This is an optimization exercise on Yosys and OpenROAD, whose aim is a short achievable clock period, not a production implementation.
Function was not checked in any run shown here: the RTL went through the layout flow alone.
Power figures rest on the tool's default switching activity, not on a simulated workload.

==> flow/design.v <==
module pwmcore (
    input  wire        clk,
    input  wire        rst,           
    input  wire        cmd_valid,
    input  wire [31:0] cmd_word,
    output reg         resp_valid,
    output wire [31:0] resp_word,
    input  wire [7:0]  ev_in,
    output wire [3:0]  pin_h,
    output wire [3:0]  pin_l,
    output wire        irq_fault,
    output wire [3:0]  irq_match,
    output wire        irq_ovf
);
    localparam N = 4;
    function automatic pfx16(input [15:0] g_in, input [15:0] p_in);
        reg [15:0] g, p;
        integer s, j;
        begin
            g = g_in;
            p = p_in;
            for (s = 1; s < 16; s = s * 2)
                for (j = 0; j < 16; j = j + 2 * s) begin
                    g[j+2*s-1] = g[j+2*s-1] | (p[j+2*s-1] & g[j+s-1]);
                    p[j+2*s-1] = p[j+2*s-1] & p[j+s-1];
                end
            pfx16 = g[15];
        end
    endfunction
    function automatic [1:0] cmp16(input [15:0] a, input [15:0] b);
        reg [15:0] l, m;
        reg        lh, mh;
        integer s, j;
        begin
            l = ~a & b;
            m = a & ~b;
            for (s = 1; s < 16; s = s * 2)
                for (j = 0; j < 16; j = j + 2 * s) begin
                    lh = l[j+2*s-1];
                    mh = m[j+2*s-1];
                    l[j+2*s-1] = lh | (~mh & l[j+s-1]);
                    m[j+2*s-1] = mh | (~lh & m[j+s-1]);
                end
            cmp16 = {l[15], m[15]};
        end
    endfunction
    function automatic lt16(input [15:0] a, input [15:0] b);
        lt16 = cmp16(a, b) >> 1;
    endfunction
    function automatic eq16(input [15:0] a, input [15:0] b);
        eq16 = ~|cmp16(a, b);
    endfunction
    function automatic sum_ge(input [7:0] lo, input [7:0] hi, input [15:0] p);
        reg [8:0]  nq, s, b;
        reg [9:0]  c;
        integer j;
        begin
            nq = ~p[8:0];
            c[0] = 1'b0;
            for (j = 0; j < 9; j = j + 1) begin
                s[j]   = (j < 8 ? lo[j] ^ hi[j] : 1'b0) ^ nq[j];
                c[j+1] = (j < 8) ? ((lo[j] & hi[j]) | (lo[j] & nq[j]) | (hi[j] & nq[j])) : 1'b0;
            end
            b = {c[8:1], 1'b1};
            sum_ge = ~|p[15:9] & pfx16({7'd0, s & b}, {7'h7F, s | b});
        end
    endfunction
    function automatic [15:0] inc16(input [15:0] a);
        integer j;
        begin
            for (j = 0; j < 16; j = j + 1)
                inc16[j] = a[j] ^ (&(a | ~((16'd1 << j) - 16'd1)));
        end
    endfunction
    function automatic [15:0] dec16(input [15:0] a);
        integer j;
        begin
            for (j = 0; j < 16; j = j + 1)
                dec16[j] = a[j] ^ ~(|(a & ((16'd1 << j) - 16'd1)));
        end
    endfunction
    function automatic [9:0] dec10(input [9:0] a);
        integer j;
        begin
            for (j = 0; j < 10; j = j + 1)
                dec10[j] = a[j] ^ ~(|(a & ((10'd1 << j) - 10'd1)));
        end
    endfunction
    function automatic [7:0] dec8(input [7:0] a);
        integer j;
        begin
            for (j = 0; j < 8; j = j + 1)
                dec8[j] = a[j] ^ ~(|(a & ((8'd1 << j) - 8'd1)));
        end
    endfunction
    function automatic [17:0] step(input [15:0] c, input ph, input [15:0] per,
                                   input [15:0] per_m1, input md, input dir);
        reg [15:0] ci, cd, sc;
        reg        cz, sp, sb;
        begin
            ci = inc16(c);
            cd = dec16(c);
            cz = (c == 16'd0);
            sc = c; sp = ph; sb = 1'b0;
            if (md == 1'b0) begin
                if (dir == 1'b0) begin
                    if (cz) begin sc = per; sb = 1'b1; end
                    else sc = cd;
                end else begin
                    if (eq16(c, per)) begin sc = 16'd0; sb = 1'b1; end
                    else sc = ci;
                end
            end else begin
                if (dir == 1'b0) begin
                    if (ph == 1'b0 && !cz) sc = cd;
                    else begin
                        sc = ci;
                        if (eq16(c, per_m1)) begin sp = 1'b0; sb = 1'b1; end
                        else sp = 1'b1;
                    end
                end else begin
                    if (ph == 1'b0 && lt16(c, per)) sc = ci;
                    else begin
                        sc = cd;
                        if (c == 16'd1) begin sp = 1'b0; sb = 1'b1; end
                        else sp = 1'b1;
                    end
                end
            end
            step = {sc, sp, sb};
        end
    endfunction
    reg        enabled;
    reg        fstate;          
    reg        forced;
    reg        restart;         
    reg        safe;
    reg [7:0]  evmask;
    reg [N-1:0] match_k, match_s;
    reg        ovf_k, ovf_s;
    reg        faultif_k, faultif_s;
    wire [N-1:0] match = match_k | match_s;
    wire       ovf     = ovf_k | ovf_s;
    wire       faultif = faultif_k | faultif_s;
    reg [N-1:0] ph_r, pl_r;
    reg        cfgerr;
    reg [7:0]  ev_prev;
    reg        resp_hi29;
    reg        ra31, ra28, rb, rc;
    reg [15:0] resp_lo;
    reg        pc_a, pc_e, pm_a, pm_e, pd_a, pd_e;
    wire       pend_car = pc_a & ~pc_e;
    wire       pend_max = pm_a & ~pm_e;
    wire       pend_dt  = pd_a & ~pd_e;
    reg [N-1:0] wr_r;           
    reg [31:0] cw;              
    reg [15:0] cw_pm1;          
    reg [N-1:0] cw_raw;         
    reg [N-1:0] r2_r;           
    reg [15:0] period;
    reg [15:0] period_m1;       
    reg        direction;       
    reg        mode;            
    reg [9:0]  div_m1;          
    reg [15:0] max_duty;
    reg [7:0]  dt_low  [0:N-1];
    reg [7:0]  dt_high [0:N-1];
    reg [15:0] ncnt_p;          
    reg        nphase_p;        
    reg        nbnd_p;          
    reg [15:0] ncnt_s;          
    reg        nphase_s;
    reg        nbnd_s;
    reg [9:0]  prem_p;          
    reg [9:0]  prem_d;          
    reg        phit_p;          
    reg        phit_d;          
    reg [15:0] pending_p [0:N-1];
    reg [15:0] active_p  [0:N-1];
    reg [N-1:0] raw_p;
    reg [7:0]  dt_p  [0:N-1];
    reg [7:0]  dt_a1 [0:N-1];   
    reg [7:0]  dt_a0 [0:N-1];   
    reg [N-1:0] a1z_r, a1o_r;   
    reg [N-1:0] a0z_r, a0o_r;   
    reg [N-1:0] lpp_r, lap_r, epp_r, eap_r;
    wire        tk  = enabled & phit_p;       
    wire        tkb = tk & nbnd_p;            
    wire [15:0] period_e    = pend_car ? cw[15:0] : period;
    wire [15:0] period_m1_e = pend_car ? cw_pm1 : period_m1;
    wire        direction_e = pend_car ? cw[27] : direction;
    wire        mode_e      = pend_car ? cw[26] : mode;
    wire [9:0]  div_m1_e    = pend_car ? dec10(cw[25:16]) : div_m1;
    wire [15:0] max_duty_e  = pend_max ? cw[15:0] : max_duty;
    wire [15:0] cw_init  = cw[27] ? 16'd1 : cw_pm1;
    wire [15:0] ncnt_e   = pend_car ? cw_init : (tk ? ncnt_s : ncnt_p);
    wire        nphase_e = ~pend_car & (tk ? nphase_s : nphase_p);
    wire        nbnd_e   = ~pend_car & (tk ? nbnd_s : nbnd_p);
    wire [9:0]  prem_e   = pend_car ? dec10(cw[25:16]) :
                           tk ? div_m1 : (enabled ? prem_d : prem_p);
    wire        phit_e   = pend_car ? (cw[25:16] == 10'd1) :
                           tk ? (div_m1 == 10'd0) : (enabled ? phit_d : phit_p);
    reg [7:0]  dt_low_e  [0:N-1];
    reg [7:0]  dt_high_e [0:N-1];
    reg [7:0]  dt_e      [0:N-1];
    reg [15:0] pending_e [0:N-1];
    reg [15:0] active_e  [0:N-1];
    reg [N-1:0] raw_e;
    integer i;
    always @(*) begin
        for (i = 0; i < N; i = i + 1) begin
            dt_low_e[i]  = (pend_dt && cw[25:24] == i) ? cw[15:8] : dt_low[i];
            dt_high_e[i] = (pend_dt && cw[25:24] == i) ? cw[7:0]  : dt_high[i];
            pending_e[i] = wr_r[i] ? cw[15:0] : pending_p[i];
            active_e[i]  = tkb ? pending_e[i] : active_p[i];
            raw_e[i]     = pend_car ? cw_raw[i] : (tk ? r2_r[i] : raw_p[i]);
            dt_e[i]      = pend_car ? 8'd0 : (tk ? (r2_r[i] ? dt_a1[i] : dt_a0[i]) : dt_p[i]);
        end
    end
    wire [17:0] st_s    = step(ncnt_s, nphase_s, period, period_m1, mode, direction);
    wire [17:0] st_c    = step(cw_init, 1'b0, cw[15:0], cw_pm1, cw[26], cw[27]);
    wire [15:0] s_cnt   = pend_car ? st_c[17:2] : (tk ? st_s[17:2] : ncnt_s);
    wire        s_phase = pend_car ? st_c[1]    : (tk ? st_s[1]    : nphase_s);
    wire        s_bnd   = pend_car ? st_c[0]    : (tk ? st_s[0]    : nbnd_s);
    reg [7:0] a1 [0:N-1];
    reg [7:0] a0 [0:N-1];
    reg [N-1:0] dz, z1, z0, d2;
    reg [7:0] dec;
    reg       d1;
    always @(*) begin
        for (i = 0; i < N; i = i + 1) begin
            dz[i] = pend_car | (tk ? (r2_r[i] ? a1z_r[i] : a0z_r[i]) : (dt_p[i] == 8'd0));
            d1    = pend_car | (tk ? (r2_r[i] ? a1o_r[i] : a0o_r[i]) : (dt_p[i][7:1] == 7'd0));
            d2[i] = (dt_e[i][7:2] == 6'd0) & ~(dt_e[i][1] & dt_e[i][0]);    
            dec   = (dt_e[i] == 8'd0) ? 8'd0 : dec8(dt_e[i]);
            a1[i] = raw_e[i] ? dec : dt_high_e[i];
            a0[i] = raw_e[i] ? dt_low_e[i] : dec;
            z1[i] = raw_e[i] ? d1 : (dt_high_e[i] == 8'd0);
            z0[i] = raw_e[i] ? (dt_low_e[i] == 8'd0) : d1;
        end
    end
    wire [3:0]  op       = cmd_word[31:28];
    wire [1:0]  ix       = cmd_word[25:24];
    wire [15:0] value    = cmd_word[15:0];
    wire [15:0] c_period = cmd_word[15:0];
    wire [9:0]  c_div    = cmd_word[25:16];
    wire        c_dir    = cmd_word[27];
    wire [7:0]  c_low    = cmd_word[15:8];
    wire [7:0]  c_high   = cmd_word[7:0];
    wire z_7_0   = ~|cmd_word[7:0];
    wire z_9_8   = ~|cmd_word[9:8];
    wire z_15_10 = ~|cmd_word[15:10];
    wire z_16    = ~cmd_word[16];
    wire z_23_17 = ~|cmd_word[23:17];
    wire z_25_24 = ~|cmd_word[25:24];
    wire z_27_26 = ~|cmd_word[27:26];
    wire z_15_0  = z_7_0 & z_9_8 & z_15_10;
    wire z_23_16 = z_16 & z_23_17;
    wire z_27_0  = z_15_0 & z_23_16 & z_25_24 & z_27_26;
    wire is_car = cmd_valid & (op == 4'h1);
    wire is_max = cmd_valid & (op == 4'h2);
    wire is_dt  = cmd_valid & (op == 4'h3);
    wire is_flt = cmd_valid & (op == 4'h4);
    wire is_sta = cmd_valid & (op == 4'h5);
    wire is_stp = cmd_valid & (op == 4'h6);
    wire is_wr  = cmd_valid & (op == 4'h7);
    wire is_rd  = cmd_valid & (op == 4'h8);
    wire is_fir = cmd_valid & (op == 4'h9);
    wire is_clr = cmd_valid & (op == 4'hA);
    wire is_st  = cmd_valid & (op == 4'hB);
    wire is_rf  = cmd_valid & (op == 4'hC);
    wire is_ack = cmd_valid & (op == 4'hD);
    wire lg_car = is_car;
    wire lg_max = is_max & z_23_16 & z_25_24 & z_27_26;
    wire lg_dt  = is_dt  & z_23_16 & z_27_26;
    wire lg_flt = is_flt & z_9_8 & z_15_10 & z_23_16 & z_25_24;
    wire lg_sta = is_sta & z_27_0;
    wire lg_stp = is_stp & z_27_0;
    wire lg_wr  = is_wr  & z_23_16 & z_27_26;
    wire lg_rd  = is_rd  & z_23_17 & z_15_0 & z_27_26;
    wire lg_fir = is_fir & z_15_0 & z_23_16 & ~cmd_word[27];
    wire lg_clr = is_clr & z_27_0;
    wire lg_st  = is_st  & z_27_0;
    wire lg_rf  = is_rf  & z_27_0;
    wire lg_ack = is_ack & z_15_10 & z_23_16 & z_25_24 & z_27_26;
    wire [N-1:0] cdt_ge, v_lt_act, v_lt_pend, c_lt_act;
    wire [N-1:0] m_lt_pp, m_eq_pp, m_lt_ap, m_eq_ap;
    wire [N-1:0] s_lt_pp, s_eq_pp, s_lt_ap, s_eq_ap;
    wire md_lt_v, md_lt_c, v_lt_per, dt_ge;
    wire lt_s_cw, eq_s_cw, lt_p_cw, eq_p_cw;
    genvar gc;
    generate
        for (gc = 0; gc < N; gc = gc + 1) begin : g_cmp
            pwmcore_sumge u_cdt  (.lo(dt_low_e[gc]), .hi(dt_high_e[gc]), .p(c_period), .ge(cdt_ge[gc]));
            pwmcore_cmp16 u_vact (.a(value), .b(active_p[gc]), .lt(v_lt_act[gc]), .eq());
            pwmcore_cmp16 u_vpnd (.a(value), .b(pending_e[gc]), .lt(v_lt_pend[gc]), .eq());
            pwmcore_cmp16 u_cact (.a(c_period), .b(active_p[gc]), .lt(c_lt_act[gc]), .eq());
            pwmcore_cmp16 u_mpp  (.a(cw_pm1), .b(pending_p[gc]), .lt(m_lt_pp[gc]), .eq(m_eq_pp[gc]));
            pwmcore_cmp16 u_map  (.a(cw_pm1), .b(active_p[gc]), .lt(m_lt_ap[gc]), .eq(m_eq_ap[gc]));
            pwmcore_cmp16 u_spp  (.a(ncnt_s), .b(pending_p[gc]), .lt(s_lt_pp[gc]), .eq(s_eq_pp[gc]));
            pwmcore_cmp16 u_sap  (.a(ncnt_s), .b(active_p[gc]), .lt(s_lt_ap[gc]), .eq(s_eq_ap[gc]));
        end
    endgenerate
    pwmcore_cmp16 u_mdv  (.a(max_duty_e), .b(value), .lt(md_lt_v), .eq());
    pwmcore_cmp16 u_mdc  (.a(max_duty_e), .b(c_period), .lt(md_lt_c), .eq());
    pwmcore_cmp16 u_vper (.a(value), .b(period_e), .lt(v_lt_per), .eq());
    pwmcore_sumge u_dt   (.lo(c_low), .hi(c_high), .p(period_e), .ge(dt_ge));
    pwmcore_cmp16 u_scw  (.a(ncnt_s), .b(cw[15:0]), .lt(lt_s_cw), .eq(eq_s_cw));
    pwmcore_cmp16 u_pcw  (.a(ncnt_p), .b(cw[15:0]), .lt(lt_p_cw), .eq(eq_p_cw));
    reg car_dt_bad, max_ap_bad;
    reg [N-1:0] car_raw;
    always @(*) begin
        car_dt_bad = 1'b0;
        max_ap_bad = 1'b0;
        for (i = 0; i < N; i = i + 1) begin
            if (cdt_ge[i])
                car_dt_bad = 1'b1;
            if (v_lt_act[i] || v_lt_pend[i])
                max_ap_bad = 1'b1;
            car_raw[i] = ~c_dir & c_lt_act[i] | c_dir & (|active_p[i]);
        end
    end
    wire er_flt = enabled;
    wire er_wr  = md_lt_v;
    wire cfgerr_e = cfgerr | ra28 | rb | rc;    
    wire er_sta = cfgerr_e;
    wire ok_flt = lg_flt & ~er_flt;
    wire ok_sta = lg_sta & ~er_sta;
    wire ok_stp = lg_stp;
    wire ok_wr  = lg_wr  & ~er_wr;
    wire ok_fir = lg_fir;
    wire ok_clr = lg_clr;
    wire ok_ack = lg_ack;
    wire cfe_a = (lg_car & (enabled | ~|c_period | ~|c_div)) | (lg_max & enabled) |
                 (lg_dt & enabled) | (lg_flt & er_flt) | (lg_wr & er_wr) | (lg_sta & er_sta);
    wire cfe_b = lg_car & (~md_lt_c | car_dt_bad) | lg_dt & dt_ge;
    wire cfe_c = lg_max & (~v_lt_per | max_ap_bad);
    wire legal = lg_car | lg_max | lg_dt | lg_flt | lg_sta | lg_stp | lg_wr |
                 lg_rd | lg_fir | lg_clr | lg_st | lg_rf | lg_ack;
    wire [N-1:0] wr_sel;
    genvar g;
    generate
        for (g = 0; g < N; g = g + 1) begin : g_wr
            assign wr_sel[g] = ok_wr & (ix == g);
        end
    endgenerate
    wire en1 = ok_sta | (enabled & ~ok_stp);
    wire tick   = en1 & phit_e;
    wire tick_b = tick & nbnd_e;
    wire fire_hit   = ok_fir & evmask[cmd_word[26:24]];
    wire fire_latch = fire_hit & ~fstate;
    wire fstate1    = fire_hit | (fstate & ~ok_clr);
    wire forced1    = forced | fire_latch;
    wire restart1   = ok_flt ? cmd_word[27] : restart;
    wire safe1      = ok_flt ? cmd_word[26] : safe;
    wire [7:0] evmask1 = ok_flt ? cmd_word[7:0] : evmask;
    wire fstate2 = fstate1 & ~(tick_b & restart1);
    wire forced2 = forced1 & ~(tick_b & ~fstate2);
    wire ev_any   = |(ev_in & ~ev_prev & evmask1);
    wire ev_latch = ev_any & ~fstate2;
    wire fstate_n  = fstate2 | ev_any;
    wire forced_n  = forced2 | ev_latch;
    wire faultif_kn = fire_latch | (faultif & ~(ok_ack & cmd_word[9]));
    wire faultif_sn = ev_latch;
    wire ovf_kn     = ovf & ~(ok_ack & cmd_word[8]);
    wire ovf_sn     = tick_b;
    wire vnz  = |value;
    wire bnd  = phit_e & nbnd_e;              
    wire ncz  = pend_car ? (cw_init == 16'd0) : (tk ? (ncnt_s == 16'd0) : (ncnt_p == 16'd0));
    reg [N-1:0] la, lp, ea, ep, r2, hit, match_kn, match_sn, h_n, l_n;
    always @(*) begin
        for (i = 0; i < N; i = i + 1) begin
            lp[i] = pend_car ? (cw[27] ? (|pending_p[i][15:1]) : m_lt_pp[i]) :
                    tk ? (wr_r[i] ? lt_s_cw : s_lt_pp[i]) :
                         (wr_r[i] ? lt_p_cw : lpp_r[i]);
            ep[i] = pend_car ? (cw[27] ? (pending_p[i] == 16'd1) : m_eq_pp[i]) :
                    tk ? (wr_r[i] ? eq_s_cw : s_eq_pp[i]) :
                         (wr_r[i] ? eq_p_cw : epp_r[i]);
            la[i] = pend_car ? (cw[27] ? (|active_p[i][15:1]) : m_lt_ap[i]) :
                    tk ? (nbnd_p ? (wr_r[i] ? lt_s_cw : s_lt_pp[i])
                                 : s_lt_ap[i]) :
                         lap_r[i];
            ea[i] = pend_car ? (cw[27] ? (active_p[i] == 16'd1) : m_eq_ap[i]) :
                    tk ? (nbnd_p ? (wr_r[i] ? eq_s_cw : s_eq_pp[i])
                                 : s_eq_ap[i]) :
                         eap_r[i];
            r2[i]  = bnd ? (wr_sel[i] ? (ncz & vnz) : lp[i]) : la[i];
            hit[i] = ~nphase_e & (bnd ? (wr_sel[i] ? (ncz & ~vnz) : ep[i]) : ea[i]);
            match_kn[i] = match[i] & ~(ok_ack & cmd_word[i]);
            match_sn[i] = tick & hit[i];
            h_n[i] = en1 & (bnd ? (wr_sel[i] ? (ncz & z1[i] & vnz) : (lp[i] & z1[i]))
                                : (phit_e ? (la[i] & z1[i]) : (raw_e[i] & dz[i])));
            l_n[i] = en1 & (bnd ? (wr_sel[i] ? (~(ncz & vnz) & z0[i]) : (~lp[i] & z0[i]))
                                : (phit_e ? (~la[i] & z0[i]) : (~raw_e[i] & dz[i])));
        end
    end
    wire [15:0] flags_word = {2'b00, fstate, enabled, forced, cfgerr_e, faultif, ovf,
                              4'b0000, match};
    wire [15:0] rd_duty = cmd_word[16] ? pending_e[ix] : active_e[ix];
    wire [15:0] rd_data = ({16{lg_rd}} & rd_duty) |
                          ({16{lg_st}} & {15'd0, fstate}) |
                          ({16{lg_rf}} & flags_word);
    always @(posedge clk) begin
        resp_hi29 <= ~legal;
        resp_lo   <= rd_data;
        cw     <= cmd_word;
        cw_pm1 <= dec16(c_period);
        cw_raw <= car_raw;
        r2_r   <= r2;
        prem_d   <= dec10(prem_e);
        phit_d   <= (prem_e == 10'd1);
        for (i = 0; i < N; i = i + 1) begin
            dt_a1[i] <= a1[i];
            dt_a0[i] <= a0[i];
            a1z_r[i] <= z1[i];
            a1o_r[i] <= raw_e[i] ? d2[i] : (dt_high_e[i][7:1] == 7'd0);
            a0z_r[i] <= z0[i];
            a0o_r[i] <= raw_e[i] ? (dt_low_e[i][7:1] == 7'd0) : d2[i];
        end
        if (rst) begin
            enabled    <= 1'b0;
            fstate     <= 1'b0;
            forced     <= 1'b0;
            restart    <= 1'b0;
            safe       <= 1'b0;
            evmask     <= 8'h00;
            match_k    <= {N{1'b0}};
            match_s    <= {N{1'b0}};
            ovf_k      <= 1'b0;
            ovf_s      <= 1'b0;
            faultif_k  <= 1'b0;
            faultif_s  <= 1'b0;
            cfgerr     <= 1'b0;
            ra31       <= 1'b0;
            ra28       <= 1'b0;
            rb         <= 1'b0;
            rc         <= 1'b0;
            ev_prev    <= 8'h00;
            resp_valid <= 1'b0;
            ph_r       <= {N{1'b0}};
            pl_r       <= {N{1'b0}};
            pc_a       <= 1'b0;
            pm_a       <= 1'b0;
            pd_a       <= 1'b0;
            lpp_r      <= {N{1'b0}};
            lap_r      <= {N{1'b0}};
            epp_r      <= {N{1'b0}};
            eap_r      <= {N{1'b0}};
            wr_r       <= {N{1'b0}};
            period    <= 16'hFFFF;
            period_m1 <= 16'hFFFE;
            direction <= 1'b0;
            mode      <= 1'b0;
            div_m1    <= 10'd0;
            max_duty  <= 16'd0;
            ncnt_p    <= 16'hFFFE;
            nphase_p  <= 1'b0;
            nbnd_p    <= 1'b0;
            ncnt_s    <= 16'hFFFD;
            nphase_s  <= 1'b0;
            nbnd_s    <= 1'b0;
            prem_p    <= 10'd0;
            phit_p    <= 1'b1;
            raw_p     <= {N{1'b0}};
            for (i = 0; i < N; i = i + 1) begin
                dt_low[i]    <= 8'd0;
                dt_high[i]   <= 8'd0;
                pending_p[i] <= 16'd0;
                active_p[i]  <= 16'd0;
                dt_p[i]      <= 8'd0;
            end
        end else begin
            enabled    <= en1;
            fstate     <= fstate_n;
            forced     <= forced_n;
            restart    <= restart1;
            safe       <= safe1;
            evmask     <= evmask1;
            match_k    <= match_kn;
            match_s    <= match_sn;
            ovf_k      <= ovf_kn;
            ovf_s      <= ovf_sn;
            faultif_k  <= faultif_kn;
            faultif_s  <= faultif_sn;
            cfgerr     <= cfgerr_e;
            ra31       <= ~legal | cfe_a;
            ra28       <= legal & cfe_a;
            rb         <= cfe_b;
            rc         <= cfe_c;
            ev_prev    <= ev_in;
            resp_valid <= cmd_valid;
            for (i = 0; i < N; i = i + 1) begin
                ph_r[i] <= h_n[i];
                pl_r[i] <= l_n[i];
            end
            pc_a       <= lg_car & ~(enabled | ~|c_period | ~|c_div);
            pc_e       <= ~md_lt_c | car_dt_bad;
            pm_a       <= lg_max & ~enabled;
            pm_e       <= ~v_lt_per | max_ap_bad;
            pd_a       <= lg_dt & ~enabled;
            pd_e       <= dt_ge;
            lpp_r      <= lp;
            lap_r      <= la;
            epp_r      <= ep;
            eap_r      <= ea;
            wr_r       <= wr_sel;
            period    <= period_e;
            period_m1 <= period_m1_e;
            direction <= direction_e;
            mode      <= mode_e;
            div_m1    <= div_m1_e;
            max_duty  <= max_duty_e;
            ncnt_p    <= ncnt_e;
            nphase_p  <= nphase_e;
            nbnd_p    <= nbnd_e;
            ncnt_s    <= s_cnt;
            nphase_s  <= s_phase;
            nbnd_s    <= s_bnd;
            prem_p    <= prem_e;
            phit_p    <= phit_e;
            raw_p     <= raw_e;
            for (i = 0; i < N; i = i + 1) begin
                dt_low[i]    <= dt_low_e[i];
                dt_high[i]   <= dt_high_e[i];
                pending_p[i] <= pending_e[i];
                active_p[i]  <= active_e[i];
                dt_p[i]      <= dt_e[i];
            end
        end
    end
    assign resp_word = {ra31 | rb | rc, 1'b0, resp_hi29, ra28 | rb | rc, 12'd0, resp_lo};
    assign pin_h     = forced ? {N{safe}} : ph_r;
    assign pin_l     = forced ? {N{safe}} : pl_r;
    assign irq_fault = faultif;
    assign irq_match = match;
    assign irq_ovf   = ovf;
endmodule
module pwmcore_cmp16 (
    input  wire [15:0] a,
    input  wire [15:0] b,
    output wire        lt,
    output wire        eq
);
    reg [15:0] l, m;
    reg        lh, mh;
    integer s, j;
    always @(*) begin
        l = ~a & b;
        m = a & ~b;
        for (s = 1; s < 16; s = s * 2)
            for (j = 0; j < 16; j = j + 2 * s) begin
                lh = l[j+2*s-1];
                mh = m[j+2*s-1];
                l[j+2*s-1] = lh | (~mh & l[j+s-1]);
                m[j+2*s-1] = mh | (~lh & m[j+s-1]);
            end
    end
    assign lt = l[15];
    assign eq = ~l[15] & ~m[15];
endmodule
module pwmcore_sumge (
    input  wire [7:0]  lo,
    input  wire [7:0]  hi,
    input  wire [15:0] p,
    output wire        ge
);
    reg [8:0]  nq, s, b;
    reg [9:0]  c;
    reg [15:0] g, pp;
    integer j, k;
    always @(*) begin
        nq = ~p[8:0];
        c[0] = 1'b0;
        for (j = 0; j < 9; j = j + 1) begin
            s[j]   = (j < 8 ? lo[j] ^ hi[j] : 1'b0) ^ nq[j];
            c[j+1] = (j < 8) ? ((lo[j] & hi[j]) | (lo[j] & nq[j]) | (hi[j] & nq[j])) : 1'b0;
        end
        b  = {c[8:1], 1'b1};
        g  = {7'd0, s & b};
        pp = {7'h7F, s | b};
        for (k = 1; k < 16; k = k * 2)
            for (j = 0; j < 16; j = j + 2 * k) begin
                g[j+2*k-1]  = g[j+2*k-1] | (pp[j+2*k-1] & g[j+k-1]);
                pp[j+2*k-1] = pp[j+2*k-1] & pp[j+k-1];
            end
    end
    assign ge = ~|p[15:9] & g[15];
endmodule
==> flow/run.sh <==
#!/bin/bash
# synth_recipe.tcl (not shown) runs the flow's synth.tcl, then flattens the netlist and writes it again
# the make line also repeats each setting of config.mk as NAME=value (left out here)
make -C /OpenROAD-flow-scripts/flow DESIGN_CONFIG=/design/flow/config.mk WORK_HOME=/design/flow/orfs CLKGATE_MAP_FILE= SYNTH_SCRIPT=/design/flow/synth_recipe.tcl finish
==> flow/config.mk <==
export PLATFORM = sky130hd
export DESIGN_NAME = pwmcore
export DESIGN_NICKNAME = pwmcore
export VERILOG_FILES = /design/flow/design.v
export SDC_FILE = /design/flow/constraint.sdc
export NUM_CORES = 4
export LEC_CHECK = 0
export ABC_CLOCK_PERIOD_IN_PS = 2500
export CAP_MARGIN = 20
export CORE_MARGIN = 2
export CORE_UTILIZATION = 40
export PLACE_DENSITY = 0.6
export SETUP_SLACK_MARGIN = 4.8
export SLEW_MARGIN = 20
export SYNTH_HIERARCHICAL = 1
export SYNTH_MINIMUM_KEEP_SIZE = 0
==> flow/constraint.sdc <==
create_clock -name core_clock -period 7.6 [get_ports {clk}]
set_input_delay 1.5200 -clock core_clock [delete_from_list [all_inputs] [get_ports {clk}]]
set_output_delay 1.5200 -clock core_clock [all_outputs]
set_load 0.01 [all_outputs]
==> results of run 1 <==
cell usage in the layout, fill, tap and decap left out, types with 43 or more instances in the layout:
master	instances
o22ai_1	85
nand3_1	56
nor3_1	51
maj3_1	135
a21oi_2	46
nand2_1	474
and2_1	45
buf_6	81
nor2_1	553
o21ai_0	256
o211ai_1	43
o21ai_1	62
o221ai_2	59
maj3_2	139
nand4_1	45
nand2b_1	157
buf_12	64
xnor2_1	111
inv_2	69
xor2_1	49
dfxtp_1	499
buf_4	238
nor4_1	69
mux2i_1	177
a21oi_1	245
nor2b_1	228
clkbuf_16	76
inv_1	548
critical path, cell delays in order:
cell and delay [ns]:
buf_6 0.09, or4_4 0.63, or4b_4 0.59, nor3_4 0.16
and3_4 0.24, a31o_4 0.14, a22oi_2 0.10, or2_4 0.36
inv_8 0.11, o211ai_4 0.12, nor3_2 0.21
per-layer routing:
metal / wire [um] / share of wire (%)
met1: 75850 / 39
met2: 78970 / 41
met3: 26040 / 13
met4: 13830 / 7.1
met5: 289 / 0.15
sequential cells by signal, indices dropped and copies added, names as in the netlist, 8 cells and up:
signal	flops
period_m1	16
cw_pm1	16
dt_high	32
max_duty	16
prem_p	10
ncnt_s	16
ev_prev	8
active_p	64
div_m1	10
dt_a0	32
prem_d	10
dt_a1	32
dt_p	32
cw	28
ncnt_p	16
evmask	8
resp_lo	16
period	16
dt_low	32
pending_p	64
timing repair:
item / 4_1_cts / 5_1_grt
gates cloned: 26 / 6
hold buffers: 0 / 0
pin swaps: 116 / 112
gates resized for setup: 657 / 260
setup buffers: 193 / 85
endpoints found under the setup margin: 328 / 154
hold endpoints to repair: 0 / 0
area by class of cell:
cell class,instances,area (um^2),area share (%)
antenna,7,17.52,0.03239
clock buffer,96,1959,3.623
clock inverter,25,309.0,0.5714
inverter,665,2569,4.749
tap,1391,1740,3.218
timing repair buffer,495,5827,10.77
multi-input combinational,4067,30100,55.65
sequential,568,11570,21.38
worst min path at each step:
stage | end | slack [ns] | cells past startpoint | startpoint
global route | period_m1[1] | 0.50 | 2 | period_m1[1]
global placement | period_m1[0] | 0.44 | 2 | period_m1[0]
CTS | period_m1[0] | 0.46 | 2 | period_m1[0]
detailed placement | period_m1[0] | 0.45 | 2 | period_m1[0]
finish | period_m1[0] | 0.46 | 2 | period_m1[0]
floorplan | period_m1[0] | 0.44 | 2 | period_m1[0]
power by group:
group	switching [W]	internal (W)
Combinational	0.000575	0.000331
Sequential	0.0000464	0.00300
Clock	0.00147	0.00192
Total	0.00209	0.00526
per-stage QoR:
step,hold WS (ns),setup slack (ns),instance area [um^2],std cells
floorplan,0.4363,3.660,43240,5530
global placement,0.4444,2.271,45380,6876
detailed placement,0.4486,2.144,45380,6876
CTS,0.4562,3.861,52220,7216
global route,0.4978,3.821,54070,7308
finish,0.4618,3.885,54090,7314
==> summary.txt, run 1 <==
- Drt via density: 6.159
- Number of remaining DRC errors: 0
- Row cnt: 119
- Min Tclk post-route: 3.715 ns
- Ports: 90
- Die ar.: 109300 um^2
- Final cycle utilization of the critical path: 48.88%
- Worst-path clk slew: 0.07 ns
- Die Height: 330.6 um
- GRT Overall Usage: 33.97%
- First-pass GRT wire length: 275700 um
- Share of layout cells above drive strength 1: 23.88%
- RR Endpoint: rb
- Clock Latency Late Sink: 0.66 ns
- WL final: 195000 um
- CTS Buf Count: 68
- CTS sink count: 568
- First-pass detailed-route iteration total: 7
- H-tree depth: 3
- Gr ovfl total: 0
- Met3 capacity usage during global routing: 9.289%
- Die width: 330.6 um
- Pwr dens: 135.9 nW/um^2
- Starting Density: 40.43%
- Routed WL per cell: 26.66 um
- Core ar.: 105600 um^2
- Class of the most critical setup path: in -> reg
- RSZ-0062 raised after global routing: yes
- Worst endpoint required time: 8.17 ns
- Ys Warns: 37
- VDD IR-drop max: 0.1548 mV
- Cell area after synthesis: 42680 um^2
- Largest net degree at the start of global routing: 76
- Outcome: timing/DRC/antenna clean
- Max Cap Violations: 0
- Worst-margin pin slew: 1.271 ns
- Detailed-placement wirelength estimate: 119700 um
- Clk_skew: 0.03544 ns
- Hold Fails Final Rpt: 0
- Post-route setup TNS: 0 ns
- Worst setup path end: match_s[2]
- Worst R2R Setup Slack: 4.07 ns
- Nets: 5996
- Worst EP arrival: 4.29 ns
- Crit start category: input port
- Syn Inst Count: 5518
- CTS Root Cell: clkbuf_16
- TritonCTS clock tree: yes
- Critical path startpoint: cmd_word[23]
- GPL Wtd Cong: 0.9772
- Input/output buffers: 76
- Max Slew Vio Count: 0
- Fin util: 51.24%
- Antenna viol nets, final: 0
- FMAX: 0.2692 GHz
- Vias: 45040
- Peak fanout along the critical path: 6
- Hold WC Path Type: reg -> reg
- Area Growth Syn to Fin: 26.73%
- Busiest grt layer: met2
- Met1 Usage GRT: 45.13%
- GR Layer Usage met2: 48.77%
- Worst R2R Start: pd_e
- Relative slew margins: 14.34%
- Crit path capture type: flip-flop
- CTS Buffer Depth: 3
- Iter 0 DRT Violations: 6183
- Leakage: 21.07 nW
- Synthesized area per cell: 7.734 um^2
- Vias in the first global route: 40730
- Fill cells: 9707
- Worst reg-to-reg path cell count: 15
- Total power: 0.007350 W
- Final setup viols: 0
- Initial antenna violation count: 13
==> run 2, diff against run 1 <==
--- a/flow/config.mk
+++ b/flow/config.mk
@@ -7,3 +7,3 @@
 export LEC_CHECK = 0
-export ABC_CLOCK_PERIOD_IN_PS = 2500
+export ABC_AREA = 1
 export CAP_MARGIN = 20
==> summary.txt, run 2 <==
- Outcome: timing/DRC/antenna clean
- Non-Filler Instances: 9347 (+28%)
- Biggest registers after layout: active_p (64), pending_p (64)
- Worst EP arrival: 3.63 ns (-0.66 ns)
- CTS sink count: 568 (unchanged)
- Min Tclk post-route: 3.117 ns (-0.5979 ns)
- Cell area after synthesis: 43610 um^2 (+2.2%)
- Number of remaining DRC errors: 0 (unchanged)
- Vias: 50070 (+11%)
- Area Growth Syn to Fin: 21.88%
- Pre-CTS setup slack: 2.744 ns (+0.6005 ns)
- Crit-path cells: buf_6 -> buf_12 -> buf_4 -> fa_1 -> inv_1 -> nand2_1 -> o21ai_0 -> nand2_1 -> nand2_1 -> nand2_1 -> a21oi_2 -> nor4_2 -> nand2_1 -> nand2_2 -> a21oi_1
- RSZ-0062 raised after global routing: yes
- Nets: 8005 (+34%)
- Placed Cells: 9017 (+31%)
- Final Worst Setup Slack: 4.483 ns (+0.5979 ns)
- Class of the most critical setup path: in -> reg
- CTS Buf Count: 70 (+2.9%)
- Die ar.: 111700 um^2 (+2.2%)
- Hold Path Depth: 2 (unchanged)
- Starting Density: 40.17% (-0.25 points)
- CP peak stage delay: 0.56 ns (-0.07 ns)
- Die Height: 334.2 um (+1.1%)
- Ys Warns: 37 (unchanged)
- CTS Root Cell: clkbuf_16
- Worst-margin pin slew: 1.055 ns (-0.2164 ns)
- Leakage: 27.62 nW (+31%)
- Worst endpoint required time: 8.11 ns (-0.06 ns)
- VDD IR-drop max: 0.1444 mV (-6.7%)
- TritonCTS clock tree: yes
- Crit start category: input port
- CTS Hold Bufs: 0 (unchanged)
- Total power: 0.007554 W (+2.8%)
- Max Cap Violations: 0 (unchanged)
- Crit path capture type: flip-flop
- WL final: 196900 um (+0.96%)
- Fill cells: 11060 (+14%)
- Hold Crit Endpoint: period_m1[8]
- Iter 0 DRT Violations: 5798 (-6.2%)
- Antenna viol nets, final: 0 (unchanged)
- Syn Inst Count: 7617 (+38%)
- Worst hold start: period_m1[8]
- Pwr dens: 142.1 nW/um^2 (+4.6%)
- Drt via density: 5.357 (-13%)
- Routed WL per cell: 21.06 um (-21%)
- Die width: 334.2 um (+1.1%)
- Peak fanout along the critical path: 13 (+7)
- Clock Latency Late Sink: 0.65 ns (about the same)
- Vias in the first global route: 44430 (+9.1%)
- H-tree depth: 3 (unchanged)
- RR Endpoint: rb
- Sequential cell area: 11540 um^2 (-0.26%)
- Input/output buffers: 76 (unchanged)
- CTS Buffer Depth: 3 (unchanged)
- GRT Overall Usage: 33.84% (-0.13 points)
- Core ar.: 108600 um^2 (+2.8%)
- FMAX: 0.3208 GHz (+19%)
- Synthesized area per cell: 5.725 um^2 (-26%)
- Worst R2R Setup Slack: 4.50 ns (+0.43 ns)
- Initial antenna violation count: 12 (-1)
- Worst reg-to-reg path cell count: 17 (+2)
- Hold WC Path Type: reg -> reg
- Max Slew Vio Count: 0 (unchanged)
- Commonest non-fill, non-tap cell in the layout: nand2_1
- Largest net degree at the start of global routing: 150 (+97%)
- Fin util: 48.96% (-2.3 points)
- Detailed-placement wirelength estimate: 134900 um (+13%)
- Final setup viols: 0 (unchanged)
- Ports: 90 (unchanged)
- Relative slew margins: 29.66% (+15 points)
- Multi-input gate area: 27480 um^2 (-8.7%)
- GPL Wtd Cong: 0.9779 (about the same)
- Hold Fails Final Rpt: 0 (unchanged)
- Most frequent cells in the layout: nand2_1, inv_1, nor2_1
- Final cycle utilization of the critical path: 41.02% (-7.9 points)
- Row cnt: 121 (+1.7%)
- Gr ovfl total: 0 (unchanged)
- CP max stage cell: fa_1
- First-pass GRT wire length: 283100 um (+2.7%)
- Post-route setup TNS: 0 ns (unchanged)
- Share of layout cells above drive strength 1: 14.99% (-8.9 points)
- First-pass detailed-route iteration total: 6 (-1)
- Worst R2R Start: pd_e
- Crit-path most repeated cell: nand2_1
- Worst-path clk slew: 0.06 ns (about the same)
- Clk_skew: 0.03478 ns (-0.0006591 ns)
-- run 2: where the power goes --
| part | leakage (nW) | internal [W] | switching (W) |
|---|---|---|---|
| clock | 1.19 | 0.00213 | 0.00149 |
| sequential | 4.63 | 0.00300 | 0.0000472 |
| combinational | 21.8 | 0.000283 | 0.000601 |
| total | 27.6 | 0.00541 | 0.00214 |
-- run 2: area by class of cell --
class,count,area share [%]
inverters,1402,10.28
diodes,3,0.01412
well taps,1414,3.329
multi-input cells,5449,51.71
flip-flops and latches,568,21.70
repair inverters,5,0.07062
clock inverters,21,0.6285
repair buffers,378,8.312
clock buffers,107,3.960
-- run 2: through the flow --
step | instance area, um^2 | hold slack, ns
2_1_floorplan | 43760 | 0.4423
3_3_place_gp | 46140 | 0.4610
3_5_place_dp | 46140 | 0.4669
4_1_cts | 51440 | 0.4825
5_1_grt | 53140 | 0.5145
6_report | 53150 | 0.4807
-- run 2: timing repair --
action,CTS,global route
setup endpoints to repair,344,231
setup buffers,103,66
pin swaps,74,84
gates cloned,23,7
resized for setup,655,310
-- run 2: worst max-delay path: cells and delay by family --
family / cells / cell delay, ns
adders and majority gates: 1 / 0.56
buffers and inverters: 4 / 0.53
AOI/OAI and AO/OA: 3 / 0.24
and+or+nand+nor: 7 / 0.76
-- run 2: layer usage --
layer	vias up	part of all wire, %	track usage (%)
met2	2371	42	51.41
li1	24010	-	-
met3	527	10	6.367
met5	-	0.037	0
met4	12	6.5	19.24
met1	23150	41	44.85
-- run 2: how the worst max path moves through the flow --
stage	start	end	slack (ns)	depth (start not counted)
2_1_floorplan	cmd_word[0]	forced	4.44	17
3_3_place_gp	cmd_word[10]	resp_lo[4]	2.89	11
3_5_place_dp	cmd_word[10]	resp_lo[15]	2.74	11
4_1_cts	pd_e	rb	4.52	17
5_1_grt	pd_e	rb	4.38	19
6_report	cmd_word[3]	rb	4.48	15
==> run 3, diff against run 2 <==
--- a/flow/design.v
+++ b/flow/design.v
@@ -148,3 +148,5 @@
     reg        resp_hi29;
-    reg        ra31, ra28, rb, rc;
+    reg        ra31, ra28;
+    reg [5:0]  rx;              
+    wire       rbc = |rx;
     reg [15:0] resp_lo;
@@ -167,2 +169,4 @@
     reg [7:0]  dt_high [0:N-1];
+    reg [8:0]  dt_sum  [0:N-1];     
+    reg [8:0]  cw_sum;              
     reg [15:0] ncnt_p;          
@@ -285,3 +289,5 @@
     wire lg_ack = is_ack & z_15_10 & z_23_16 & z_25_24 & z_27_26;
-    wire [N-1:0] cdt_ge, v_lt_act, v_lt_pend, c_lt_act;
+    wire [N-1:0] cdt_ge, cdt_lt, v_lt_act, v_lt_pend, c_lt_act;
+    wire cdt_cw_lt;
+    pwmcore_cmp16 u_cdtc (.a({7'd0, cw_sum}), .b(c_period), .lt(cdt_cw_lt), .eq());
     wire [N-1:0] m_lt_pp, m_eq_pp, m_lt_ap, m_eq_ap;
@@ -293,3 +299,4 @@
         for (gc = 0; gc < N; gc = gc + 1) begin : g_cmp
-            pwmcore_sumge u_cdt  (.lo(dt_low_e[gc]), .hi(dt_high_e[gc]), .p(c_period), .ge(cdt_ge[gc]));
+            pwmcore_cmp16 u_cdt  (.a({7'd0, dt_sum[gc]}), .b(c_period), .lt(cdt_lt[gc]), .eq());
+            assign cdt_ge[gc] = (pend_dt && cw[25:24] == gc) ? ~cdt_cw_lt : ~cdt_lt[gc];
             pwmcore_cmp16 u_vact (.a(value), .b(active_p[gc]), .lt(v_lt_act[gc]), .eq());
@@ -324,3 +331,3 @@
     wire er_wr  = md_lt_v;
-    wire cfgerr_e = cfgerr | ra28 | rb | rc;    
+    wire cfgerr_e = cfgerr | ra28 | rbc;    
     wire er_sta = cfgerr_e;
@@ -335,4 +342,2 @@
                  (lg_dt & enabled) | (lg_flt & er_flt) | (lg_wr & er_wr) | (lg_sta & er_sta);
-    wire cfe_b = lg_car & (~md_lt_c | car_dt_bad) | lg_dt & dt_ge;
-    wire cfe_c = lg_max & (~v_lt_per | max_ap_bad);
     wire legal = lg_car | lg_max | lg_dt | lg_flt | lg_sta | lg_stp | lg_wr |
@@ -407,2 +412,3 @@
         cw_pm1 <= dec16(c_period);
+        cw_sum <= {1'b0, c_low} + {1'b0, c_high};
         cw_raw <= car_raw;
@@ -435,4 +441,3 @@
             ra28       <= 1'b0;
-            rb         <= 1'b0;
-            rc         <= 1'b0;
+            rx         <= 6'd0;
             ev_prev    <= 8'h00;
@@ -467,2 +472,3 @@
                 dt_high[i]   <= 8'd0;
+                dt_sum[i]    <= 9'd0;
                 pending_p[i] <= 16'd0;
@@ -487,4 +493,8 @@
             ra28       <= legal & cfe_a;
-            rb         <= cfe_b;
-            rc         <= cfe_c;
+            rx[0]      <= lg_car & (~md_lt_c | cdt_ge[0]);
+            rx[1]      <= lg_car & (cdt_ge[1] | cdt_ge[2] | cdt_ge[3]);
+            rx[2]      <= lg_dt & dt_ge;
+            rx[3]      <= lg_max & (~v_lt_per | v_lt_act[0] | v_lt_act[1]);
+            rx[4]      <= lg_max & (v_lt_act[2] | v_lt_act[3] | v_lt_pend[0]);
+            rx[5]      <= lg_max & (v_lt_pend[1] | v_lt_pend[2] | v_lt_pend[3]);
             ev_prev    <= ev_in;
@@ -524,2 +534,3 @@
                 dt_high[i]   <= dt_high_e[i];
+                dt_sum[i]    <= (pend_dt && cw[25:24] == i) ? cw_sum : dt_sum[i];
                 pending_p[i] <= pending_e[i];
@@ -530,3 +541,3 @@
     end
-    assign resp_word = {ra31 | rb | rc, 1'b0, resp_hi29, ra28 | rb | rc, 12'd0, resp_lo};
+    assign resp_word = {ra31 | rbc, 1'b0, resp_hi29, ra28 | rbc, 12'd0, resp_lo};
     assign pin_h     = forced ? {N{safe}} : ph_r;
==> summary.txt, run 3 <==
- Vias in the first global route: 45470 (+2.3%)
- RR Endpoint: match_s[3]
- GPL Wtd Cong: 0.9899 (+1.2%)
- GRT Overall Usage: 33.44% (-0.40 points)
- First-pass detailed-route iteration total: 8 (+2)
- Worst-margin pin slew: 1.031 ns (-0.02437 ns)
- Hold Crit Endpoint: dt_sum[2][5]
- Hold Fails Final Rpt: 0 (unchanged)
- Clk_skew: 0.03485 ns (+0.00006550 ns)
- Final Worst Setup Slack: 4.057 ns (-0.4258 ns)
- Most frequent cells in the layout: nand2_1, inv_1, nor2_1
- Cell area after synthesis: 45190 um^2 (+3.6%)
- H-tree depth: 3 (unchanged)
- Peak fanout along the critical path: 2 (-11)
- Crit-path leading delay family: simple AND/OR/NAND/NOR gates
- RSZ-0062 raised after global routing: yes
- Input/output buffers: 76 (unchanged)
- Core ar.: 112300 um^2 (+3.5%)
- Worst R2R Start: cw[11]
- Hold WC Path Type: reg -> reg
- Multi-input gate area: 28410 um^2 (+3.4%)
- TritonCTS clock tree: yes
- Non-Filler Instances: 9784 (+4.7%)
- Worst EP arrival: 2.02 ns (-1.61 ns)
- Pre-CTS setup slack: 2.158 ns (-0.5864 ns)
- Ys Warns: 39 (+5.4%)
- Share of layout cells above drive strength 1: 14.31% (-0.69 points)
- Switching Fraction: 28.80% (+0.48 points)
- Pwr dens: 146.2 nW/um^2 (+2.9%)
- First-pass GRT wire length: 290600 um (+2.6%)
- Max Slew Vio Count: 0 (unchanged)
- CTS Root Cell: clkbuf_16
- Area Growth Syn to Fin: 20.84%
- Relative slew margins: 30.65% (+0.99 points)
- Detailed-placement wirelength estimate: 143300 um (+6.2%)
- Largest net degree at the start of global routing: 95 (-37%)
- Fill cells: 11700 (+5.8%)
- Iter 0 DRT Violations: 6525 (+13%)
- Worst reg-to-reg path cell count: 13 (-4)
- Ports: 90 (unchanged)
- Comb pwr share: 12.0% (+0.3 points)
- Post-route setup TNS: 0 ns (unchanged)
- CP max stage cell: nor4_4
- Syn Inst Count: 7922 (+4.0%)
- Crit path capture type: output port
- Synthesized area per cell: 5.704 um^2 (-0.37%)
- Leakage: 28.16 nW (+2.0%)
- Net Switching: 0.002300 W (+7.5%)
- Internal cell power: 0.005686 W (+5.0%)
- Number of remaining DRC errors: 0 (unchanged)
- Die Height: 340.1 um (+1.8%)
- Worst R2R Setup Slack: 4.71 ns (+0.21 ns)
- Worst hold start: dt_sum[2][5]
- Crit start category: flip-flop
- Buf/Inv on CP: 1 (-3)
- Routed WL per cell: 20.97 um (-0.43%)
- Antenna viol nets, final: 0 (unchanged)
- Crit-path cells: nor4_4 -> nor3b_2 -> nand2_1 -> buf_2
- Die width: 340.1 um (+1.8%)
- CTS sink count: 617 (+8.6%)
- CP peak stage delay: 0.49 ns (-0.07 ns)
- Clock power frac: 46.4% (-1.6 points)
- Drt via density: 5.363 (+0.11%)
- VDD IR-drop max: 0.1545 mV (+7.0%)
- Gr ovfl total: 0 (unchanged)
- Sequential cell area: 12500 um^2 (+8.4%)
- Final setup viols: 0 (unchanged)
- Initial antenna violation count: 17 (+5)
- Min Tclk post-route: 3.543 ns (+0.4258 ns)
- WL final: 205200 um (+4.2%)
- Total power: 0.007985 W (+5.7%)
- Class of the most critical setup path: reg -> out
- FMAX: 0.2823 GHz (-12%)
- CTS Buf Count: 74 (+5.7%)
- Biggest registers after layout: active_p (64), pending_p (64), dt_sum (36)
- Row cnt: 123 (+1.7%)
- Vias: 52470 (+4.8%)
- Max Cap Violations: 0 (unchanged)
- Clock Latency Late Sink: 0.67 ns (+0.02 ns)
- CTS Buffer Depth: 3 (unchanged)
- Die ar.: 115700 um^2 (+3.6%)
- Outcome: timing/DRC/antenna clean
- Final cycle utilization of the critical path: 46.62% (+5.6 points)
- Worst endpoint required time: 6.08 ns (-2.03 ns)
- Placed Cells: 9468 (+5.0%)
- Hold Path Depth: 2 (unchanged)
- Starting Density: 40.22% (+0.048 points)
- Commonest non-fill, non-tap cell in the layout: nand2_1
- Flop pwr share: 41.6% (+1.3 points)
- Worst-path clk slew: 0.06 ns (about the same)
- Nets: 8337 (+4.1%)
==> run 3: cell type report <==
type	count	share of cell area [%]
repair inverters	7	0.1031
clock buffers	98	3.831
inverters	1324	9.536
diodes	2	0.009165
clock inverters	31	0.7493
flip-flops and latches	617	22.89
well taps	1500	3.437
repair buffers	379	7.412
multi-input cells	5826	52.03
==> run 3: worst register-to-register path: cells and delay by family, from the launching register on <==
kind	cells	cell delay, ns
AO/OA/AOI/OAI	5	1.16
AND/OR/NAND/NOR	8	1.10
flip-flops	1	0.59
==> run 3: worst max path at each step <==
stage          cells past startpoint    startpoint             to  slack (ns)
6_report                           4         rx[3]  resp_word[28]        4.06
5_1_grt                            4         rx[5]  resp_word[28]        4.03
2_1_floorplan                     16   cmd_word[1]     match_s[0]        4.46
4_1_cts                            4         rx[4]  resp_word[28]        4.08
3_3_place_gp                      12  cmd_word[25]         forced        2.26
3_5_place_dp                      12  cmd_word[25]         forced        2.16
==> run 3: routing by layer <==
| layer | share of wire, % | vias up | routed length [um] | GRT usage, % |
|---|---|---|---|---|
| met1 | 41 | 23930 | 84600 | 46.21 |
| met2 | 41 | 2869 | 84470 | 50.37 |
| met3 | 12 | 543 | 25050 | 6.903 |
| li1 | - | 25130 | - | - |
| met5 | 0.027 | - | 56 | 0 |
| met4 | 5.4 | 8 | 10990 | 14.04 |
==> run 3: metrics by stage <==
| stage | hold slack [ns] | cell area, um^2 | utilization [%] |
|---|---|---|---|
| floorplan | 0.4454 | 45580 | - |
| global placement | 0.4642 | 48150 | 42.86 |
| detailed placement | 0.4722 | 48150 | 42.86 |
| CTS | 0.4859 | 52650 | 46.87 |
| global route | 0.5024 | 54600 | 48.60 |
| finish | 0.4832 | 54610 | 48.61 |
==> run 3: what timing repair did <==
action | CTS | global route
endpoints found under the setup margin | 345 | 164
resized for setup | 557 | 307
pin swaps | 61 | 70
gates cloned | 10 | 17
setup buffers | 85 | 73
hold buffers | 0 | 0
==> run 3: power groups by stage <==
stage | Clock, W | Combinational (W) | Sequential (W)
final | 0.00370 | 0.000960 | 0.00332
after global placement | 0 | 0.000808 | 0.00340
after detailed placement | 0 | 0.000823 | 0.00339
after CTS | 0.00372 | 0.000879 | 0.00332
after global routing | 0.00386 | 0.00103 | 0.00332
after floorplan | 0 | 0.000494 | 0.00338
==> run 4, diff against run 3 <==
--- a/flow/design.v
+++ b/flow/design.v
@@ -149,9 +149,10 @@
     reg        ra31, ra28;
-    reg [5:0]  rx;              
-    wire       rbc = |rx;
+    reg        rb, rc;          
+    wire       rbc = rb | rc;
     reg [15:0] resp_lo;
-    reg        pc_a, pc_e, pm_a, pm_e, pd_a, pd_e;
-    wire       pend_car = pc_a & ~pc_e;
-    wire       pend_max = pm_a & ~pm_e;
-    wire       pend_dt  = pd_a & ~pd_e;
+    reg [5:0]  rx;              
+    reg        pc_a, pm_a, pd_a;
+    wire       pend_car = pc_a & ~(rx[0] | rx[1]);
+    wire       pend_max = pm_a & ~(rx[3] | rx[4] | rx[5]);
+    wire       pend_dt  = pd_a & ~rx[2];
     reg [N-1:0] wr_r;           
@@ -331,3 +332,3 @@
     wire er_wr  = md_lt_v;
-    wire cfgerr_e = cfgerr | ra28 | rbc;    
+    wire cfgerr_e = cfgerr | ra28 | (|rx);    
     wire er_sta = cfgerr_e;
@@ -342,2 +343,9 @@
                  (lg_dt & enabled) | (lg_flt & er_flt) | (lg_wr & er_wr) | (lg_sta & er_sta);
+    wire [5:0] rx_n;
+    assign rx_n[0] = lg_car & (~md_lt_c | cdt_ge[0]);
+    assign rx_n[1] = lg_car & (cdt_ge[1] | cdt_ge[2] | cdt_ge[3]);
+    assign rx_n[2] = lg_dt & dt_ge;
+    assign rx_n[3] = lg_max & (~v_lt_per | v_lt_act[0] | v_lt_act[1]);
+    assign rx_n[4] = lg_max & (v_lt_act[2] | v_lt_act[3] | v_lt_pend[0]);
+    assign rx_n[5] = lg_max & (v_lt_pend[1] | v_lt_pend[2] | v_lt_pend[3]);
     wire legal = lg_car | lg_max | lg_dt | lg_flt | lg_sta | lg_stp | lg_wr |
@@ -442,2 +450,4 @@
             rx         <= 6'd0;
+            rb         <= 1'b0;
+            rc         <= 1'b0;
             ev_prev    <= 8'h00;
@@ -493,8 +503,5 @@
             ra28       <= legal & cfe_a;
-            rx[0]      <= lg_car & (~md_lt_c | cdt_ge[0]);
-            rx[1]      <= lg_car & (cdt_ge[1] | cdt_ge[2] | cdt_ge[3]);
-            rx[2]      <= lg_dt & dt_ge;
-            rx[3]      <= lg_max & (~v_lt_per | v_lt_act[0] | v_lt_act[1]);
-            rx[4]      <= lg_max & (v_lt_act[2] | v_lt_act[3] | v_lt_pend[0]);
-            rx[5]      <= lg_max & (v_lt_pend[1] | v_lt_pend[2] | v_lt_pend[3]);
+            rx         <= rx_n;
+            rb         <= |rx_n[2:0];
+            rc         <= |rx_n[5:3];
             ev_prev    <= ev_in;
@@ -506,7 +513,4 @@
             pc_a       <= lg_car & ~(enabled | ~|c_period | ~|c_div);
-            pc_e       <= ~md_lt_c | car_dt_bad;
             pm_a       <= lg_max & ~enabled;
-            pm_e       <= ~v_lt_per | max_ap_bad;
             pd_a       <= lg_dt & ~enabled;
-            pd_e       <= dt_ge;
             lpp_r      <= lp;
==> summary.txt, run 4 <==
- Die Height: 340.6 um (+0.13%)
- Detailed-placement wirelength estimate: 139700 um (-2.5%)
- Iter 0 DRT Violations: 6131 (-6.0%)
- VDD IR-drop max: 0.1699 mV (+9.9%)
- First-pass detailed-route iteration total: 8 (unchanged)
- Input/output buffers: 76 (unchanged)
- First-pass GRT wire length: 292000 um (+0.50%)
- GR Layer Usage met2: 50.85% (+0.47 points)
- Clock Latency Late Sink: 0.68 ns (about the same)
- Fill cells: 11620 (-0.68%)
- Vias: 52290 (-0.35%)
- CTS sink count: 616 (-0.16%)
- Gr ovfl total: 0 (unchanged)
- Internal cell power: 0.005716 W (+0.53%)
- Biggest registers after layout: active_p (64), pending_p (64), dt_sum (36)
- CTS Root Cell: clkbuf_16
- Final cycle utilization of the critical path: 42.42% (-4.2 points)
- Worst EP arrival: 3.79 ns (+1.77 ns)
- Nets: 8317 (-0.24%)
- Worst endpoint required time: 8.17 ns (+2.09 ns)
- Drt via density: 5.352 (-0.20%)
- TritonCTS clock tree: yes
- Post-route setup TNS: 0 ns (unchanged)
- Flop pwr share: 41.3% (-0.3 points)
- Worst-path clk slew: 0.06 ns (about the same)
- Pwr dens: 145.5 nW/um^2 (-0.51%)
- Starting Density: 40.33% (+0.10 points)
- Clk_skew: 0.06608 ns (+0.03124 ns)
- Hold WC Path Type: reg -> reg
- Class of the most critical setup path: reg -> reg
- Clock power frac: 45.8% (-0.6 points)
- Commonest non-fill, non-tap cell in the layout: nand2_1
- Switching Fraction: 29.35% (+0.55 points)
- Leakage: 28.53 nW (+1.3%)
- H-tree depth: 3 (unchanged)
- Die ar.: 116000 um^2 (+0.26%)
- Max Slew Vio Count: 0 (unchanged)
- Outcome: timing/DRC/antenna clean
- Fin util: 49.50% (+0.89 points)
- Worst-margin pin slew: 1.145 ns (+0.1142 ns)
- FMAX: 0.3101 GHz (+9.9%)
- Relative slew margins: 23.67% (-7.0 points)
- Comb pwr share: 12.9% (+0.9 points)
- Max Cap Violations: 0 (unchanged)
- Ports: 90 (unchanged)
- Ys Warns: 39 (unchanged)
- Final setup viols: 0 (unchanged)
- Busiest grt layer: met2
- Most frequent cells in the layout: nand2_1, inv_1, nor2_1
- Met3 capacity usage during global routing: 6.785% (-0.12 points)
- RSZ-0062 raised after global routing: yes
- Peak fanout along the critical path: 5 (+3)
- Routed WL per cell: 21.34 um (+1.8%)
- Share of layout cells above drive strength 1: 15.50% (+1.2 points)
- WL final: 208500 um (+1.6%)
- Crit path capture type: flip-flop
- CTS Buffer Depth: 3 (unchanged)
- GPL Wtd Cong: 0.9747 (-1.5%)
- CTS Buf Count: 72 (-2.7%)
- Met1 Usage GRT: 43.42% (-2.8 points)
- Die width: 340.6 um (+0.13%)
- Crit start category: flip-flop
- Area Growth Syn to Fin: 22.74%
- Initial antenna violation count: 10 (-7)
- Number of remaining DRC errors: 0 (unchanged)
- GRT Overall Usage: 33.61% (+0.18 points)
- Vias in the first global route: 46050 (+1.3%)
- Syn Inst Count: 7841 (-1.0%)
- Cell area after synthesis: 45310 um^2 (+0.26%)
- Min Tclk post-route: 3.224 ns (-0.3186 ns)
- Antenna viol nets, final: 0 (unchanged)
- Synthesized area per cell: 5.778 um^2 (+1.3%)
- Largest net degree at the start of global routing: 90 (-5.3%)
- Core ar.: 112300 um^2 (unchanged)
- Row cnt: 123 (unchanged)
- Hold Fails Final Rpt: 0 (unchanged)
- Net Switching: 0.002375 W (+3.3%)
## run 4: cell types whose count changed in the layout (fill, tap and decap cells not counted), moves of 25 or more
cell and change:
nand2_1 -69, o21ai_0 -36, a21oi_1 -34, nand3_1 -32, buf_4 +30, inv_1 -27, nor3_1 +25
## run 4: cell type report
| class | instances | area [um^2] | area share, % |
|---|---|---|---|
| multi-input cells | 5772 | 28580 | 51.39 |
| flip-flops and latches | 616 | 12510 | 22.49 |
| inverters | 1297 | 5105 | 9.180 |
| repair buffers | 447 | 5029 | 9.043 |
| clock buffers | 102 | 2106 | 3.787 |
| well taps | 1500 | 1877 | 3.375 |
| clock inverters | 28 | 371.6 | 0.6683 |
| repair inverters | 3 | 23.77 | 0.04275 |
| diodes | 4 | 10.01 | 0.01800 |
## run 4: worst max-delay path: stages (launching register included)
cell      delay, ns
dfxtp_1        0.30
or3_1          0.39
inv_2          0.09
nand2_2        0.07
inv_4          0.08
buf_12         0.15
buf_16         0.13
or2_4          0.12
inv_4          0.03
buf_4          0.12
buf_4          0.13
buf_4          0.13
buf_4          0.12
buf_4          0.12
buf_4          0.12
buf_6          0.10
buf_6          0.10
buf_6          0.10
buf_6          0.10
buf_6          0.10
buf_6          0.10
buf_6          0.10
buf_6          0.10
a211oi_2       0.20
## run 4: stage by stage
step | power, W | area, um^2 | std cells | hold WS [ns] | worst slack, ns
final | 0.008091 | 55610 | 9769 | 0.4787 | 4.376
after global routing | 0.008294 | 55600 | 9765 | 0.4995 | 4.269
after CTS | 0.007966 | 53050 | 9615 | 0.4801 | 4.512
after detailed placement | 0.004259 | 47970 | 9355 | 0.4714 | 3.071
after global placement | 0.004243 | 47940 | 9354 | 0.4605 | 3.117
after floorplan | 0.003892 | 45660 | 7908 | 0.4460 | 4.352
## run 4: routing by layer
layer / part of all wire (%) / vias to the layer above
li1: - / 25100
met1: 40 / 23860
met2: 41 / 2649
met3: 11 / 671
met4: 7.9 / 8
met5: 0.015 / -
## run 4: repair_timing
| item | in CTS | in global routing |
|---|---|---|
| gates cloned | 20 | 13 |
| hold buffers | 0 | 0 |
| endpoints found under the setup margin | 375 | 227 |
| pin swaps | 76 | 100 |
| gates resized for setup | 569 | 299 |
| buffers inserted | 110 | 137 |
## run 4: path summary, 6_finish.rpt
check	start	endpoint	slack [ns]	depth (start not counted)
min	dt_sum[1][6]	dt_sum[1][6]	0.48	2
max reg2reg	rx[5]	max_duty[14]	4.38	23
max	rx[5]	max_duty[14]	4.38	23
min reg2reg	dt_sum[1][6]	dt_sum[1][6]	0.48	2
## run 4: power by group through the flow
stage	Clock, W	Sequential, W	Combinational [W]
detailed placement	0	0.00342	0.000840
finish	0.00371	0.00334	0.00105
floorplan	0	0.00338	0.000514
CTS	0.00371	0.00334	0.000916
global route	0.00384	0.00334	0.00112
global placement	0	0.00342	0.000824

==> static timing again, ports no longer ideal <==
Ports are ideal in the flow. The routed layouts listed here were re-timed in OpenROAD. Step 1 assumes that a clkbuf_16 drives the clock port and a buf_2 every other input. Step 2 times the ports against the registers' clock, not the clock port: input delays grow and output delays shrink by t, the midpoint of the rising clock arrivals with the driver on. Slacks: ideal ports / drivers / drivers and shift; pairs: ideal ports / drivers.
run | t (ns) | setup slack, ns | hold WS [ns]
run 1 | 0.703 | 3.885 / 3.918 / 3.215 | 0.462 / 0.462 / 0.462
run 2 | 0.703 | 4.483 / 4.499 / 3.806 | 0.481 / 0.481 / 0.481
run 3 | 0.732 | 4.057 / 3.979 / 3.782 | 0.483 / 0.483 / 0.483
run 4 | 0.736 | 4.376 / 4.376 / 3.829 | 0.479 / 0.479 / 0.479
After both steps setup and hold are still met in every run listed. For run 2, which loses most, drivers alone change the setup slack by +0.016 ns; drivers and shift together by -0.677 ns.
